This is an optimization exercise on Yosys and OpenROAD, whose aim is small area, a short achievable clock period and few clock cycles per item, not a production implementation. In this exercise RTL edits were held to simulation tests only and were not proved equivalent to the original.

## the previous run
## fp_codec
module fp_codec (
    input  wire         clk,
    input  wire         rst,
    input  wire         in_valid,
    output wire         in_ready,
    input  wire         in_op,
    input  wire [31:0]  in_word,
    input  wire         in_neg,
    input  wire [135:0] in_num,
    input  wire [135:0] in_den,
    output reg          out_valid,
    output reg          out_op,
    output reg  [31:0]  out_word,
    output reg  [1:0]   out_fault,
    output reg  [136:0] out_dec
);
    localparam integer K = 3;               
    localparam integer NDIV = 24 / K;       
    localparam FAULT_NONE      = 2'd0;
    localparam FAULT_OVERFLOW  = 2'd1;
    localparam FAULT_UNDERFLOW = 2'd2;
    wire take = in_valid & in_ready & ~rst;
    reg  [31:0]  d1_word;
    reg          d1_v, d2_v, d3_v;
    always @(posedge clk) d1_word <= in_word;
    wire        d1_sign = d1_word[31];
    wire [7:0]  d1_exp  = d1_word[30:23];
    wire [23:0] d1_m    = {1'b1, d1_word[22:0]};
    wire        d1_zero = (d1_word == 32'd0);
    wire [30:0] d1_a    = {1'b0, d1_m, 6'd0};
    wire [30:0] d1_b    = {2'b00, d1_m, 5'd0};
    wire [30:0] d1_c    = {5'd0, d1_m, 2'd0};
    wire [30:0] d1_cs   = d1_a ^ d1_b ^ d1_c;
    wire [30:0] d1_cc   = {(d1_a[29:0] & d1_b[29:0]) | (d1_a[29:0] & d1_c[29:0]) | (d1_b[29:0] & d1_c[29:0]), 1'b0};
    wire [30:0] d1_x;
    fpc_add #(.W(31), .L(5)) u_mul100 (.a(d1_cs), .b(d1_cc), .cin(1'b0), .s(d1_x));
    wire        d1_left = d1_exp[7] & (d1_exp[6:0] >= 7'd22);           
  ...
==> flow/config.mk <==
export PLATFORM = sky130hd
export DESIGN_NAME = fp_codec
export DESIGN_NICKNAME = fp_codec
export VERILOG_FILES = /design/flow/design.v
export SDC_FILE = /design/flow/constraint.sdc
export NUM_CORES = 4
export LEC_CHECK = 0
export CAP_MARGIN = 20
export CORE_MARGIN = 2
export CORE_UTILIZATION = 40
export PLACE_DENSITY = 0.6
export SETUP_SLACK_MARGIN = 5
export SLEW_MARGIN = 20
==> flow/constraint.sdc <==
create_clock -name core_clock -period 11.0 [get_ports {clk}]
set_input_delay 2.2000 -clock core_clock [delete_from_list [all_inputs] [get_ports {clk}]]
set_output_delay 2.2000 -clock core_clock [all_outputs]
set_load 0.01 [all_outputs]
run.sh (not shown) runs the stock make flow with config.mk's settings and CLKGATE_MAP_FILE= SYNTH_SCRIPT=/design/flow/synth_recipe.tcl, a recipe that flattens the netlist after the stock synthesis.
Testbench counts of the previous run, summed over its fixed seeds: cycles 20,766, items 4,800.
What the current run does differently from the previous run at the input level:
--- a/flow/config.mk
+++ b/flow/config.mk
@@ -11,3 +11,2 @@
 export PLACE_DENSITY = 0.6
-export SETUP_SLACK_MARGIN = 5
 export SLEW_MARGIN = 20
## What came out
Final-layout fill cell count, the previous run and the current run, higher one = the current run. The current run vs the previous run — pin count of the biggest net entering global routing dropped slightly. Changes observed in the current run relative to the previous run: count of clock-buffer cells in the layout rose 10; fmax fell 0.040 GHz; final critical-path setup slack fell 1930 ps; multi-input logic portion of the cell area rose 0.26 points. In the current run the total length of routed met3 wires turned out 4000 µm lower than in the previous run. Sort the previous run and the current run by required time of the critical path, descending, and the current run comes first. Looking only at final worst-path cycle share, and setting everything else aside, the lower value of the previous run and the current run goes to the previous run. Smallest hold slack: the current run vs the previous run — no meaningful difference.

## v6
Another version of the RTL of fp_codec (not shown whole).
Size: roughly 1100 flip-flops, about 480 I/O pins, about 0.088 sq mm of cells after synthesis.
Design fp_codec, start of the top module:
module fp_codec (
    input  wire         clk,
    input  wire         rst,
    input  wire         in_valid,
    output wire         in_ready,
    input  wire         in_op,
    input  wire [31:0]  in_word,
    input  wire         in_neg,
    input  wire [135:0] in_num,
    input  wire [135:0] in_den,
    output reg          out_valid,
    output reg          out_op,
    output reg  [31:0]  out_word,
    output reg  [1:0]   out_fault,
    output reg  [136:0] out_dec
);
export LEC_CHECK = 0
export CAP_MARGIN = 20
export CORE_MARGIN = 2
export CORE_UTILIZATION = 55
export PLACE_DENSITY = 0.72
export SETUP_SLACK_MARGIN = 5
export SLEW_MARGIN = 20
export SYNTH_MEMORY_MAX_BITS = 32768
create_clock -name core_clock -period 11.0 [get_ports {clk}]
Testbench counts of v6, summed over its fixed seeds: cycles 11,934, items 4,800.
Modified inputs, v7 compared to v6
- swapping 0.72 for 0.6 in PLACE_DENSITY
- swapping 55 for 40 in CORE_UTILIZATION
--- outcome ---
v7: all stages complete, timing, DRC and antenna checks passed. Compared to v6, v7 has stage delay of the slowest cell on the critical path 0.05 ns higher. In the flow results for v6 and v7, the sequential share of layout area is smaller on v7. Compared with v6, pin count of the biggest net entering global routing in v7 decreased by more than a quarter. NOTE: number of tap cells inserted in v7 exceeds that of v6. Relative to v6, the global routing usage on met1 of v7 is lower by 13 points. v7 leaves more setup margin than v6. On end-of-flow core utilization, the higher figure sits with v6, not v7.

separate check: timing with driven ports:
In the flow no input, the clock included, has a driving cell. The finished layouts below were timed again as built, in two steps.
Step 1: set_driving_cell puts a clkbuf_16 on clk and a buf_2 on each other input, an assumption about the parent block.
Step 2, shift: input delay + t, output delay - t, t = (earliest + latest rising clock arrival at the registers) / 2. This alone moves slack from input paths to output paths.
a / b / c = ideal ports / drivers / drivers and shift; a / b = the first two.
run	t (ns)	slack for setup (ns)	worst setup path at the end	slew at the worst register clock pin (ns)	pins driven straight from the clock port
the previous run	0.824	4.942 / 4.942 / 4.942	register to register	0.07 / 0.07	1
the current run	0.823	3.015 / 3.015 / 3.015	register to register	0.07 / 0.07	1
v6	0.869	4.554 / 4.554 / 4.449	input to register	0.07 / 0.07	1
v7	0.920	4.597 / 4.597 / 4.456	input to register	0.07 / 0.07	1
After both steps every run listed still meets setup and hold. The setup slack of v7, which loses most, moves by 0.000 ns with the drivers and by -0.141 ns with both steps.
